Context: an optimization exercise on an open-source flow, tuned for small area. The choices shown serve that exercise and are no tape-out recipe.
Only simulation tests tie the RTL to the original design; equivalence was not proved.
No activity file was given, so power comes from the tool's default toggle rates.

File: flow/design.v
module fsk_frame (
    input  wire        clk,
    input  wire        rst_n,
    input  wire        en,           
    input  wire        edge_stb,
    input  wire [15:0] edge_count,
    input  wire        tick_stb,
    output wire        bitclk_run,
    output wire        put_stb,      
    output wire [7:0]  put_data,
    output wire        parity_fail   
);
    reg [15:0] nlast;    
    reg        gt;
    reg        run;
    reg        a;
    reg        b;
    reg [8:0]  sr;
    reg        par;
    assign bitclk_run = run;
    localparam integer LO = 11;
    wire [15:0]   df;
    wire [LO:0]   cl;
    wire [16-LO:0] c0, c1;
    wire [15-LO:0] h0, h1;
    assign cl[0] = 1'b1;
    assign c0[0] = 1'b0;
    assign c1[0] = 1'b1;
    genvar i;
    generate
        for (i = 0; i < LO; i = i + 1) begin : g_lo
            assign {cl[i+1], df[i]} = {1'b0, edge_count[i]} + {1'b0, nlast[i]} + {1'b0, cl[i]};
        end
        for (i = 0; i < 16 - LO; i = i + 1) begin : g_hi
            assign {c0[i+1], h0[i]} = {1'b0, edge_count[i+LO]} + {1'b0, nlast[i+LO]} + {1'b0, c0[i]};
            assign {c1[i+1], h1[i]} = {1'b0, edge_count[i+LO]} + {1'b0, nlast[i+LO]} + {1'b0, c1[i]};
        end
    endgenerate
    assign df[15:LO] = cl[LO] ? h1 : h0;
    wire borrow = !(cl[LO] ? c1[16-LO] : c0[16-LO]);
    wire gt14000, gt16999, gt15535, gt29536, gt32535;
    fsk_gtc #(.K(16'd14000)) u_c0 (.x(df), .gt(gt14000));
    fsk_gtc #(.K(16'd16999)) u_c1 (.x(df), .gt(gt16999));
    fsk_gtc #(.K(16'd15535)) u_c2 (.x(df), .gt(gt15535));
    fsk_gtc #(.K(16'd29536)) u_c3 (.x(df), .gt(gt29536));
    fsk_gtc #(.K(16'd32535)) u_c4 (.x(df), .gt(gt32535));
    wire d_gt = borrow ? (!gt15535 || gt29536) : gt14000;
    wire d_lt = borrow ? (gt15535 && !gt32535) : !gt16999;
    wire acc = edge_stb && en;
    wire       e_gt  = acc ? d_gt : gt;
    wire       go    = acc && !run && a && b;        
    wire       e_run = run || go;
    wire       e_a   = go ? 1'b0 : (acc && !run && !a && d_lt) ? 1'b1 : a;
    wire       e_b   = go ? 1'b0 : (acc && !run && a) ? 1'b1 : b;
    wire [8:0] e_sr  = go ? 9'd1 : sr;
    wire       e_par = go ? 1'b0 : par;
    wire tk     = tick_stb && e_run;
    wire t_read = tk && !e_a;
    wire t_pub  = tk && e_a;
    assign put_stb     = t_pub && !e_par;
    assign parity_fail = t_pub && e_par;
    assign put_data    = e_sr[7:0];
    always @(posedge clk or negedge rst_n) begin
        if (!rst_n) begin
            nlast <= 16'hffff;
            run  <= 1'b0;
            a    <= 1'b0;
            b    <= 1'b0;
        end else begin
            if (acc)
                nlast <= ~edge_count;
            if (t_pub) begin
                run <= 1'b0;
                a   <= 1'b0;
                b   <= 1'b0;
            end else begin
                run <= e_run;
                a   <= t_read ? e_sr[8] : e_a;
                b   <= e_b;
            end
        end
    end
    always @(posedge clk) begin
        gt  <= e_gt;
        sr  <= (t_read && !e_sr[8]) ? {e_sr[7:0], e_gt} : e_sr;
        par <= t_read ? (e_par ^ e_gt) : e_par;
    end
endmodule
module fsk_gtc #(
    parameter [15:0] K = 16'd0
) (
    input  wire [15:0] x,
    output wire        gt
);
    wire [16:0] g;
    assign g[0] = 1'b0;
    genvar i;
    generate
        for (i = 0; i < 16; i = i + 1) begin : g_bit
            if (K[i]) begin : g1
                assign g[i+1] = x[i] & g[i];
            end else begin : g0
                assign g[i+1] = x[i] | g[i];
            end
        end
    endgenerate
    assign gt = g[16];
endmodule
module fsk_fifo (
    input  wire        clk,
    input  wire        rst_n,
    input  wire        put_stb,
    input  wire [7:0]  put_data,
    output wire        put_drop,     
    input  wire        get_stb,      
    input  wire [9:0]  rd_idx,       
    output wire [7:0]  rd_data,      
    output wire [7:0]  fill,
    output wire        empty,
    output wire        full
);
    localparam integer WSTEP = 12;
    reg [1023:0] ring;
    reg [7:0]    pend;
    reg          pv;
    reg [6:0]    hp;
    reg [6:0]    wq;
    reg [7:0]    cnt;
    assign fill  = cnt;
    assign full  = cnt[7];
    assign empty = (cnt == 8'd0);
    assign put_drop = put_stb && full;
    wire do_put = put_stb && !full;
    wire do_get = get_stb && !empty;
    wire [1023:0] ring_nx;
    wire [10:0]   wp_hit;
    genvar g;
    generate
        for (g = 0; g < 128; g = g + 1) begin : g_byte
            if (g % WSTEP == 0) begin : g_wp
                wire wp_keep;
                assign wp_hit[g / WSTEP] = pv && (wq == (g + 127) % 128);
                assign wp_keep = !wp_hit[g / WSTEP];
                genvar k;
                for (k = 0; k < 8; k = k + 1) begin : g_b
                    fsk_ao22 u_wp (
                        .a(pend[k]), .s(wp_hit[g / WSTEP]),
                        .b(ring[((g + 127) % 128)*8 + k]), .t(wp_keep),
                        .y(ring_nx[g*8 + k]));
                end
            end else begin : g_sh
                assign ring_nx[g*8 +: 8] = ring[((g + 127) % 128)*8 +: 8];
            end
        end
    endgenerate
    wire flush = |wp_hit;
    wire       pend_keep = !do_put;
    wire [7:0] pend_nx;
    genvar j;
    generate
        for (j = 0; j < 8; j = j + 1) begin : g_pend
            fsk_ao22 u_sel (.a(put_data[j]), .s(do_put), .b(pend[j]), .t(pend_keep), .y(pend_nx[j]));
        end
    endgenerate
    always @(posedge clk) begin
        ring <= ring_nx;
        pend <= pend_nx;
    end
    wire [6:0] hp_nx, wq_nx, raddr;
    wire [7:0] cnt_nx;
    wire       up = do_put && !do_get;
    wire       dn = do_get && !do_put;
    wire [7:0] hp_c, wq_c;
    wire [8:0] cnt_c;
    wire [7:0] cnt_b = {{7{dn}}, up || dn};
    assign hp_c[0]  = 1'b1;
    assign wq_c[0]  = 1'b1;
    assign cnt_c[0] = 1'b0;
    genvar i;
    generate
        for (i = 0; i < 7; i = i + 1) begin : g_ptr
            if (i == 0) begin : g0
                assign {hp_c[1], hp_nx[0]} = {1'b0, hp[0]} + {1'b0, do_get} + 2'd1;
                assign {wq_c[1], wq_nx[0]} = {1'b0, wq[0]} + {1'b0, flush} + 2'd1;
            end else begin : gi
                assign {hp_c[i+1], hp_nx[i]} = {1'b0, hp[i]} + {1'b0, hp_c[i]};
                assign {wq_c[i+1], wq_nx[i]} = {1'b0, wq[i]} + {1'b0, wq_c[i]};
            end
        end
        for (i = 0; i < 8; i = i + 1) begin : g_cnt
            assign {cnt_c[i+1], cnt_nx[i]} = {1'b0, cnt[i]} + {1'b0, cnt_b[i]} + {1'b0, cnt_c[i]};
        end
    endgenerate
    fsk_add #(.W(7)) u_ra  (.a(hp),  .b(rd_idx[6:0]), .ci(1'b0), .s(raddr), .co());
    always @(posedge clk or negedge rst_n) begin
        if (!rst_n) begin
            pv  <= 1'b0;
            hp  <= 7'd0;
            wq  <= 7'd0;
            cnt <= 8'd0;
        end else begin
            pv  <= do_put || (pv && !flush);
            hp  <= hp_nx;
            wq  <= wq_nx;
            cnt <= cnt_nx;
        end
    end
    wire idx_lt;
    fsk_ltc u_cmp (.a(rd_idx[7:0]), .b(cnt), .lt(idx_lt));
    wire       in_range = idx_lt && !rd_idx[9] && !rd_idx[8];
    wire       is_pend  = pv && (raddr == wq);
    fsk_rdmux u_rdmux (
        .en(in_range && !is_pend), .addr(raddr), .ring(ring),
        .pend(pend), .pend_sel(in_range && is_pend), .q(rd_data)
    );
endmodule
module fsk_rdmux (
    input  wire          en,
    input  wire [6:0]    addr,
    input  wire [1023:0] ring,
    input  wire [7:0]    pend,
    input  wire          pend_sel,
    output wire [7:0]    q
);
    wire [127:0] sel;
    fsk_dec u_dec (.en(en), .addr(addr), .sel(sel));
    genvar b, j;
    generate
        for (b = 0; b < 8; b = b + 1) begin : g_bit
            wire [42:0] t_n;
            for (j = 0; j < 43; j = j + 1) begin : g_ao
                if (j < 42) begin : g3
                    fsk_aoi222 u_ao (
                        .a0(ring[(3*j)*8 + b]),   .s0(sel[3*j]),
                        .a1(ring[(3*j+1)*8 + b]), .s1(sel[3*j+1]),
                        .a2(ring[(3*j+2)*8 + b]), .s2(sel[3*j+2]),
                        .y(t_n[j]));
                end else begin : g2
                    fsk_aoi222 u_ao (
                        .a0(ring[126*8 + b]), .s0(sel[126]),
                        .a1(ring[127*8 + b]), .s1(sel[127]),
                        .a2(pend[b]),         .s2(pend_sel),
                        .y(t_n[j]));
                end
            end
            assign q[b] = ~&t_n;
        end
    endgenerate
endmodule
module fsk_dec (
    input  wire         en,
    input  wire [6:0]   addr,
    output wire [127:0] sel
);
    wire [7:0]  lo_n;
    wire [15:0] hi_n;
    fsk_predec u_pre (.en(en), .addr(addr), .lo_n(lo_n), .hi_n(hi_n));
    genvar k;
    generate
        for (k = 0; k < 128; k = k + 1) begin : g_sel
            fsk_nor2 u_nor (.a(lo_n[k % 8]), .b(hi_n[k / 8]), .y(sel[k]));
        end
    endgenerate
endmodule
module fsk_predec (
    input  wire        en,
    input  wire [6:0]  addr,
    output wire [7:0]  lo_n,
    output wire [15:0] hi_n
);
    assign lo_n = ~(8'd1 << addr[2:0]);
    assign hi_n = ~({15'd0, en} << addr[6:3]);
endmodule
module fsk_nor2 (
    input  wire a, b,
    output wire y
);
    assign y = ~(a | b);
endmodule
module fsk_aoi222 (
    input  wire a0, s0, a1, s1, a2, s2,
    output wire y
);
    assign y = ~((a0 & s0) | (a1 & s1) | (a2 & s2));
endmodule
module fsk_add #(
    parameter integer W = 8
) (
    input  wire [W-1:0] a,
    input  wire [W-1:0] b,
    input  wire         ci,
    output wire [W-1:0] s,
    output wire         co
);
    wire [W:0] c;
    assign c[0] = ci;
    genvar i;
    generate
        for (i = 0; i < W; i = i + 1) begin : g_bit
            assign {c[i+1], s[i]} = {1'b0, a[i]} + {1'b0, b[i]} + {1'b0, c[i]};
        end
    endgenerate
    assign co = c[W];
endmodule
module fsk_ltc (
    input  wire [7:0] a,
    input  wire [7:0] b,
    output wire       lt
);
    wire [8:0] c;
    assign c[0] = 1'b0;
    genvar i;
    generate
        for (i = 0; i < 8; i = i + 1) begin : g_bit
            assign c[i+1] = (~a[i] & b[i]) | (~(a[i] ^ b[i]) & c[i]);
        end
    endgenerate
    assign lt = c[8];
endmodule
module fsk_ao22 (
    input  wire a, s, b, t,
    output wire y
);
    assign y = (a & s) | (b & t);
endmodule
module fsk_host (
    input  wire        clk,
    input  wire        rst_n,
    input  wire        bus_req,
    input  wire        bus_wr,
    input  wire [7:0]  bus_addr,
    input  wire [1:0]  bus_size,
    input  wire [31:0] bus_wdata,
    output reg         bus_ack,
    output reg  [31:0] bus_rdata,
    output reg         bus_err,
    output wire        en,
    output wire        get_stb,
    output wire [9:0]  rd_idx,
    input  wire [7:0]  rd_data,
    input  wire [7:0]  fill,
    input  wire        empty,
    input  wire        full,
    input  wire        parity_err,
    input  wire        overflow
);
    localparam [7:0] A_CONTROL    = 8'h00;
    localparam [7:0] A_STATUS     = 8'h04;
    localparam [7:0] A_DATA       = 8'h08;
    localparam [7:0] A_PEEK_INDEX = 8'h0C;
    localparam [7:0] A_PEEK_DATA  = 8'h10;
    reg       en_r;
    reg [9:0] peek_idx_r;
    assign en = en_r;
    wire mapped = (bus_addr == A_CONTROL) || (bus_addr == A_STATUS) ||
                  (bus_addr == A_DATA) || (bus_addr == A_PEEK_INDEX) ||
                  (bus_addr == A_PEEK_DATA);
    wire legal  = (bus_size == 2'b10) && mapped;
    wire rd_ok  = bus_req && !bus_wr && legal;
    wire wr_ok  = bus_req && bus_wr && legal;
    assign get_stb = rd_ok && (bus_addr == A_DATA);
    assign rd_idx  = (bus_addr == A_PEEK_DATA) ? peek_idx_r : 10'd0;
    wire [31:0] status = {8'd0, fill, 11'd0, overflow, parity_err, full, empty, !empty};
    reg [31:0] rd_word;
    always @* begin
        case (bus_addr)
            A_CONTROL:    rd_word = {31'd0, en_r};
            A_STATUS:     rd_word = status;
            A_DATA:       rd_word = {24'd0, rd_data};
            A_PEEK_INDEX: rd_word = {22'd0, peek_idx_r};
            A_PEEK_DATA:  rd_word = {24'd0, rd_data};
            default:      rd_word = 32'd0;
        endcase
    end
    wire       pi_wr   = wr_ok && bus_addr == A_PEEK_INDEX;
    wire       pi_keep = !pi_wr;
    wire [9:0] peek_idx_nx;
    genvar k;
    generate
        for (k = 0; k < 10; k = k + 1) begin : g_pi
            fsk_ao22 u_sel (.a(bus_wdata[k]), .s(pi_wr), .b(peek_idx_r[k]), .t(pi_keep), .y(peek_idx_nx[k]));
        end
    endgenerate
    always @(posedge clk or negedge rst_n) begin
        if (!rst_n) begin
            en_r       <= 1'b0;
            peek_idx_r <= 10'd0;
            bus_ack    <= 1'b0;
            bus_rdata  <= 32'd0;
            bus_err    <= 1'b0;
        end else begin
            if (wr_ok && bus_addr == A_CONTROL && bus_wdata[0])
                en_r <= 1'b1;
            peek_idx_r <= peek_idx_nx;
            bus_ack   <= bus_req;
            bus_err   <= bus_req && !legal;
            bus_rdata <= rd_ok ? rd_word : 32'd0;
        end
    end
endmodule
module fsk_rx (
    input  wire        clk,
    input  wire        rst_n,
    input  wire        edge_stb,
    input  wire [15:0] edge_count,
    input  wire        tick_stb,
    output wire        bitclk_run,
    input  wire        bus_req,
    input  wire        bus_wr,
    input  wire [7:0]  bus_addr,
    input  wire [1:0]  bus_size,
    input  wire [31:0] bus_wdata,
    output wire        bus_ack,
    output wire [31:0] bus_rdata,
    output wire        bus_err
);
    wire       en;
    wire       put_stb;
    wire [7:0] put_data;
    wire       parity_fail;
    wire       put_drop;
    wire       get_stb;
    wire [9:0] rd_idx;
    wire [7:0] rd_data;
    wire [7:0] fill;
    wire       empty;
    wire       full;
    reg err_s;
    reg ovf_s;
    always @(posedge clk or negedge rst_n) begin
        if (!rst_n) begin
            err_s <= 1'b0;
            ovf_s <= 1'b0;
        end else begin
            if (parity_fail)
                err_s <= 1'b1;
            if (put_drop)
                ovf_s <= 1'b1;
        end
    end
    fsk_frame u_frame (
        .clk(clk), .rst_n(rst_n), .en(en),
        .edge_stb(edge_stb), .edge_count(edge_count), .tick_stb(tick_stb),
        .bitclk_run(bitclk_run),
        .put_stb(put_stb), .put_data(put_data), .parity_fail(parity_fail)
    );
    fsk_fifo u_fifo (
        .clk(clk), .rst_n(rst_n),
        .put_stb(put_stb), .put_data(put_data), .put_drop(put_drop),
        .get_stb(get_stb), .rd_idx(rd_idx), .rd_data(rd_data),
        .fill(fill), .empty(empty), .full(full)
    );
    fsk_host u_host (
        .clk(clk), .rst_n(rst_n),
        .bus_req(bus_req), .bus_wr(bus_wr), .bus_addr(bus_addr),
        .bus_size(bus_size), .bus_wdata(bus_wdata),
        .bus_ack(bus_ack), .bus_rdata(bus_rdata), .bus_err(bus_err),
        .en(en), .get_stb(get_stb), .rd_idx(rd_idx), .rd_data(rd_data),
        .fill(fill), .empty(empty), .full(full),
        .parity_err(err_s), .overflow(ovf_s)
    );
endmodule
File: flow/flow/run.sh
#!/bin/bash
# The standard layout (standard.sh: standard synthesis, floorplan, place,
# CTS, route, finish) with these settings changed:
#  - each port gets a buf_1 as its port buffer instead of the default cell;
#  - clock tree synthesis clusters the flip-flops under clkbuf_8 leaf buffers
#    and inserts no dummy loads.
# make's full output goes to standard.log; each ORFS step also writes its own
# log under orfs/logs/.
set -euo pipefail
export BUFFER_PORTS_ARGS="-buffer_cell sky130_fd_sc_hd__buf_1"
export CTS_ARGS="-sink_clustering_enable -repair_clock_nets -sink_clustering_size 16 -sink_clustering_max_diameter 50 -dont_use_dummy_load -buf_list sky130_fd_sc_hd__clkbuf_8"
bash standard.sh > standard.log 2>&1
File: flow/standard.sh
#!/bin/bash
# synth_recipe.tcl (not shown) runs the flow's synth.tcl, then flattens the netlist and writes it again
# the make line also repeats each setting of config.mk as NAME=value (left out here)
make -C /OpenROAD-flow-scripts/flow DESIGN_CONFIG=/design/flow/config.mk WORK_HOME=/design/flow/orfs CLKGATE_MAP_FILE= SYNTH_SCRIPT=/design/flow/synth_recipe.tcl "${@:-finish}"
File: flow/config.mk
export PLATFORM = sky130hd
export DESIGN_NAME = fsk_rx
export DESIGN_NICKNAME = fsk_rx
export VERILOG_FILES = /design/flow/design.v
export SDC_FILE = /design/flow/constraint.sdc
export NUM_CORES = 4
export LEC_CHECK = 0
export CAP_MARGIN = 20
export CORE_MARGIN = 2
export CORE_UTILIZATION = 60
export CTS_CLUSTER_DIAMETER = 80
export CTS_CLUSTER_SIZE = 30
export SLEW_MARGIN = 20
export SYNTH_HIERARCHICAL = 1
File: flow/constraint.sdc
create_clock -name core_clock -period 10.0 [get_ports {clk}]
set_input_delay 2.0000 -clock core_clock [delete_from_list [all_inputs] [get_ports {clk}]]
set_output_delay 2.0000 -clock core_clock [all_outputs]
set_load 0.01 [all_outputs]
==> impl_metrics.csv, run 1 <==
group,metric,value,unit
timing,period_needed,8.53,ns
clock_network,ctsHoldBuffers,0,
route,routedWlPerCell,26.1,µm
critical_path,cp_max_fo,8,
critical_path,cp.buffers_inverters,6,
finish,final_nets,2577,
timing,finalSetupViolCount,0,
finish,n_fill_cell,3925,
timing,fmax,117,MHz
clock_network,cts_resized,0,
die,dieArea,0.0547,mm²
timing,worst_slew_pin_slew,1.09,ns
finish,diodes,0,
clock_network,post_cts_buffers,0,
critical_path,start_kind,"input pin",
timing,slew_headroom,27.1,%
clock_network,cts_num_sinks,1118,
grt,grt_max_degree,76,
grt,overflow,0,
synthesis,netlist_area,0.0317,mm²
route,routed_wl,82100,µm
die,core_area,0.0524,mm²
grt,grt_use_total,29.9,%
finish,seq_area,0.0228,mm²
status,status,"complete, no violations",
timing,finalSetupTns,0,ns
clock_network,cts_root_buf,"clkbuf_8",
die,start_util,60.5,%
grt,first_global_vias,20032,
critical_path,cp.arrival,9.12,ns
route,dr.pass1.iters,10,
power,vdd_drop_max,0.000147,V
critical_path,worst_path_most_repeated_cell,"fa_1",
placed_design,post-place-ws,0.929,ns
die,io_pins,99,
route,drt.antenna.violating_nets,0,
power,power.density,230,mW/mm²
placed_design,placed_area,0.0330,mm²
timing,rsz0062_at_grt,"false",
route,routed_via_density,6.52,
finish,area.growth.synth_to_final,7.76,%
finish,final_cell_mix,"1043 x dfxtp_1, 344 x a222oi_1, 153 x nor2_1",
min_path,hold_path_class,"reg -> reg",
clock_network,cts.clk_slew.worst_paths,0.10,ns
critical_path,crit_required,10.59,ns
finish,layout-drive-gt1-share,7.17,%
clock_network,numCtsBuffers,86,
critical_path,cp-end-kind,"register",
synthesis,yosys_warnings,10,
route,drtIter0Drc,3273,
finish,multi_input_area,0.00854,mm²
placed_design,gp_congestion,0.919,
route,drcViolationCount,0,
placed_design,hpwl,57100,µm
critical_path,path_class,"in -> reg",
run,cap_violations,0,
clock_network,clk_latency,0.71,ns
power,cellLeakagePower,0.0129,µW
clock_network,clockBufferDepth,3,
timing,holdWs,0.292,ns
synthesis,syn_inst,2282,
finish,final_cells,3144,
route,vias,20508,
grt,grt_pass1_wl,122000,µm
die,die_x,234,µm
finish,final_common_cell,"dfxtp_1",
placed_design,portBuffers,62,
grt,antenna_found_initial,1,
timing,fin_crit_sh,85.3,%
die,fp.dieH,234,µm
critical_path,cp_slowest_stage_delay,0.63,ns
critical_path,crit_path_top_delay_cell,"nor4_1",
timing,fin_ws,1.47,ns
clock_network,htreeDepth,3,
finish,fin_area,0.0342,mm²
critical_path,cp_top_family,"simple AND/OR/NAND/NOR gates",
placed_design,dp.cells,3057,
timing,hold_violations,0,
timing,skew,0.0723,ns
die,rows,84,
clock_network,cts_tree,"done",
synthesis,synth_area_per_cell,13.9,µm²
timing,finalMaxSlewViolations,0,
where the power goes:
part           internal (µW)  leakage (µW)  total, µW  switching (µW)
logic                    301       0.00298        994             692
clock network            771      0.000618       2090            1320
registers               4620       0.00933       4790             174
final cells by class:
class	count	share of cell area [%]
clock buffers	86	3.46
repair buffers	105	1.67
flip-flops and latches	1118	66.6
well taps	688	2.52
inverters	68	0.747
multi-input cells	1079	25.0
metal layers:
metal / wire length [µm] / up-vias / part of all wire (%) / global-route usage (%)
li1: - / 9250 / - / -
met1: 36100 / 10231 / 44 / 42.5
met5: 11 / - / 0.013 / 0
met3: 6610 / 161 / 8.0 / 6.06
met4: 2780 / 2 / 3.4 / 10.5
met2: 36600 / 864 / 45 / 45.9
sequential cells by signal, summed over array words and instances (netlist names), 7 cells and up:
register	count
u_fifo.cnt	8
u_fifo.hp	7
u_fifo.pend	8
u_fifo.ring	1024
u_fifo.wq	7
u_frame.nlast	16
u_frame.sr	9
u_host.bus_rdata	18
u_host.peek_idx_r	10
through the flow:
stage	total power, µW	util [%]
2_1_floorplan	5420	-
3_3_place_gp	5820	62.9
3_5_place_dp	5850	62.9
4_1_cts	7880	65.1
5_1_grt	8140	65.2
6_report	7870	65.2
worst paths after layout:
| check | slack [ns] | cells past startpoint | endpoint | from |
|---|---|---|---|---|
| max | 1.47 | 29 | u_host.bus_rdata[3] | bus_addr[5] |
| min | 0.29 | 0 | u_fifo.ring[709] | u_fifo.ring[701] |
| max reg2reg | 2.77 | 22 | u_frame.sr[2] | u_frame.nlast[0] |
| min reg2reg | 0.29 | 0 | u_fifo.ring[709] | u_fifo.ring[701] |
| max in group asynchronous | 7.99 | 2 | u_frame.nlast[13] | rst_n |
| min in group asynchronous | 1.28 | 1 | u_host.bus_err | rst_n |
==> inputs of run 2 (changes only) <==
--- a/flow/flow/run.sh
+++ b/flow/flow/run.sh
@@ -9,4 +9,4 @@
 set -euo pipefail
 export BUFFER_PORTS_ARGS="-buffer_cell sky130_fd_sc_hd__buf_1"
-export CTS_ARGS="-sink_clustering_enable -repair_clock_nets -sink_clustering_size 16 -sink_clustering_max_diameter 50 -dont_use_dummy_load -buf_list sky130_fd_sc_hd__clkbuf_8"
+export CTS_ARGS="-sink_clustering_enable -repair_clock_nets -sink_clustering_size 20 -sink_clustering_max_diameter 60 -dont_use_dummy_load -buf_list sky130_fd_sc_hd__clkbuf_8"
 bash standard.sh > standard.log 2>&1
==> impl_metrics.csv, run 2 <==
group,metric,value,unit
status,status,"complete, no violations",
timing,finalSetupTns,0,ns
min_path,hold_path_class,"reg -> reg",
critical_path,worst_path_most_repeated_cell,"fa_1",
critical_path,crit_required,10.53,ns
finish,largest_register_ffs,1024,
route,routed_via_density,6.54,
clock_network,post_cts_buffers,0,
finish,diodes,0,
grt,antenna_found_initial,1,
clock_network,numCtsBuffers,69,
critical_path,cp.arrival,9.05,ns
clock_network,cts.clk_slew.worst_paths,0.11,ns
synthesis,synth_area_per_cell,13.9,µm²
die,die_x,234,µm
timing,fin_crit_sh,85.2,%
power,vdd_drop_max,0.000133,V
finish,area.growth.synth_to_final,7.02,%
power,power_frac_seq,62.3,%
placed_design,gp_congestion,0.919,
critical_path,crit_path_top_delay_cell,"nor4_1",
critical_path,path_class,"in -> reg",
power,p_sw,2150,µW
power,power.density,226,mW/mm²
power,cellLeakagePower,0.0128,µW
grt,grt_pass1_wl,121000,µm
route,vias,20448,
run,cap_violations,0,
finish,reg_top3,"u_fifo.ring: 1024 flops, u_host.bus_rdata: 18 flops, u_frame.nlast: 16 flops",
critical_path,cp_slowest_stage_delay,0.59,ns
die,rows,84,
die,io_pins,99,
critical_path,r2r_start,"u_frame.nlast[0]",
timing,hold_violations,0,
timing,fmax,117,MHz
synthesis,netlist_area,0.0317,mm²
die,fp.dieH,234,µm
route,dr.pass1.iters,13,
finish,layout-drive-gt1-share,6.52,%
die,core_area,0.0524,mm²
finish,final_cell_mix,"1043 x dfxtp_1, 344 x a222oi_1, 153 x nor2_1",
timing,period_needed,8.52,ns
clock_network,cts_num_sinks,1118,
route,routed_wl,81700,µm
clock_network,clockBufferDepth,3,
grt,grt_max_degree,76,
timing,finalMaxSlewViolations,0,
clock_network,cts_tree,"done",
grt,first_global_vias,19893,
finish,max_flop_register,"u_fifo.ring",
critical_path,startpoint,"bus_addr[5]",
timing,skew,0.0691,ns
timing,finalSetupViolCount,0,
clock_network,cts_root_buf,"clkbuf_8",
power,p_int,5540,µW
power,p_sw_share,27.9,%
power,power,7690,µW
critical_path,cp_max_fo,8,
critical_path,start_kind,"input pin",
finish,final_nets,2560,
critical_path,reg2reg_depth,22,
die,dieArea,0.0547,mm²
min_path,hp-start,"u_fifo.ring[7]",
clock_network,clk_latency,0.71,ns
timing,rsz0062_at_grt,"false",
clock_network,cts_resized,0,
route,drcViolationCount,0,
placed_design,hpwl,57100,µm
route,drtIter0Drc,3019,
clock_network,htreeDepth,3,
power,p_clk_share,24.8,%
route,routedWlPerCell,26.1,µm
grt,grt_use_total,29.8,%
timing,worst_slew_pin_slew,1.08,ns
power,p_comb_share,12.9,%
clock_network,ctsHoldBuffers,0,
min_path,hold_depth,0,
die,start_util,60.5,%
finish,final_common_cell,"dfxtp_1",
synthesis,yosys_warnings,10,
route,drt.antenna.violating_nets,0,
timing,slew_headroom,27.9,%
placed_design,portBuffers,62,
critical_path,cp-end-kind,"register",
synthesis,syn_inst,2282,
grt,overflow,0,
-- run 2: stage by stage --
step	worst slack [ns]	cell area (µm²)	utilization [%]	instances	hold slack, ns
2_1_floorplan	1.83	31800	-	2295	0.330
3_3_place_gp	0.966	33000	62.9	3057	0.333
3_5_place_dp	0.929	33000	62.9	3057	0.336
4_1_cts	1.60	33900	64.7	3126	0.320
5_1_grt	1.11	34000	64.7	3127	0.314
6_report	1.48	34000	64.7	3127	0.319
-- run 2: cell type report --
| type | instances | area, µm² |
|---|---|---|
| sequential | 1118 | 22800 |
| fill | 3954 | 18500 |
| multi-input combinational | 1079 | 8540 |
| clock buffer | 69 | 950 |
| tap | 688 | 861 |
| timing repair buffer | 105 | 572 |
| inverter | 68 | 255 |
-- run 2: critical path: cells and delay by family --
family | cells | cell delay (ns)
AO/OA/AOI/OAI | 2 | 0.79
XOR/XNOR | 1 | 0.13
adder cells (fa/ha/maj) | 7 | 2.58
buffers and inverters | 6 | 0.83
AND/OR/NAND/NOR | 13 | 2.74
-- run 2: routing by layer --
| metal | GRT usage [%] | share of wire [%] | wire, µm | vias up |
|---|---|---|---|---|
| met5 | 0 | 0.016 | 13 | - |
| met4 | 10.9 | 3.8 | 3080 | 2 |
| met2 | 45.4 | 44 | 36300 | 824 |
| met1 | 42.6 | 44 | 36300 | 10242 |
| met3 | 5.68 | 7.4 | 6010 | 162 |
| li1 | - | - | - | 9218 |
-- run 2: power by group through the flow --
stage                     sequential, µW  clock [µW]  combinational [µW]
final                               4790        1910                 990
after global routing                4810        2090                1060
after CTS                           4790        1940                 972
after detailed placement            4880           0                 969
after global placement              4880           0                 943
after floorplan                     4820           0                 593
-- run 2: path summary, 6_finish.rpt --
kind | end | slack, ns
min in group asynchronous | u_fifo.cnt[4] | 1.32
max in group asynchronous | u_frame.nlast[14] | 7.99
hold / removal | u_fifo.ring[15] | 0.32
setup reg to reg | u_frame.sr[2] | 2.76
setup / recovery | u_host.bus_rdata[3] | 1.48
hold reg to reg | u_fifo.ring[15] | 0.32

==> separate check: timing with driven ports <==
The flow's constraints put no driver on any port. The routed layouts listed below were extracted and timed again, unchanged, in two steps. Step 1, drivers: a clkbuf_16 drives clk and a buf_2 each remaining input, both assumed. Step 2 moves the port delays by t, midway between the first and last clock arrival at a register: inputs arrive t later, outputs are due t later. That takes back most of the time a late clock gives input paths. Three values: ideal, step 1, step 2; two values: the first two.
run	t, ns	setup slack, ns	worst setup path at the end	clock arrival spread, ns	worst register clock-pin slew, ns
run 1	0.733	1.469 / 1.503 / 0.770	input to register	0.077 / 0.078	0.10 / 0.10
run 2	0.734	1.475 / 1.510 / 0.777	input to register	0.071 / 0.071	0.12 / 0.12
After both steps every run listed still meets setup and hold. The setup slack of run 1, which loses most, moves by +0.034 ns with the drivers and by -0.699 ns with both steps.
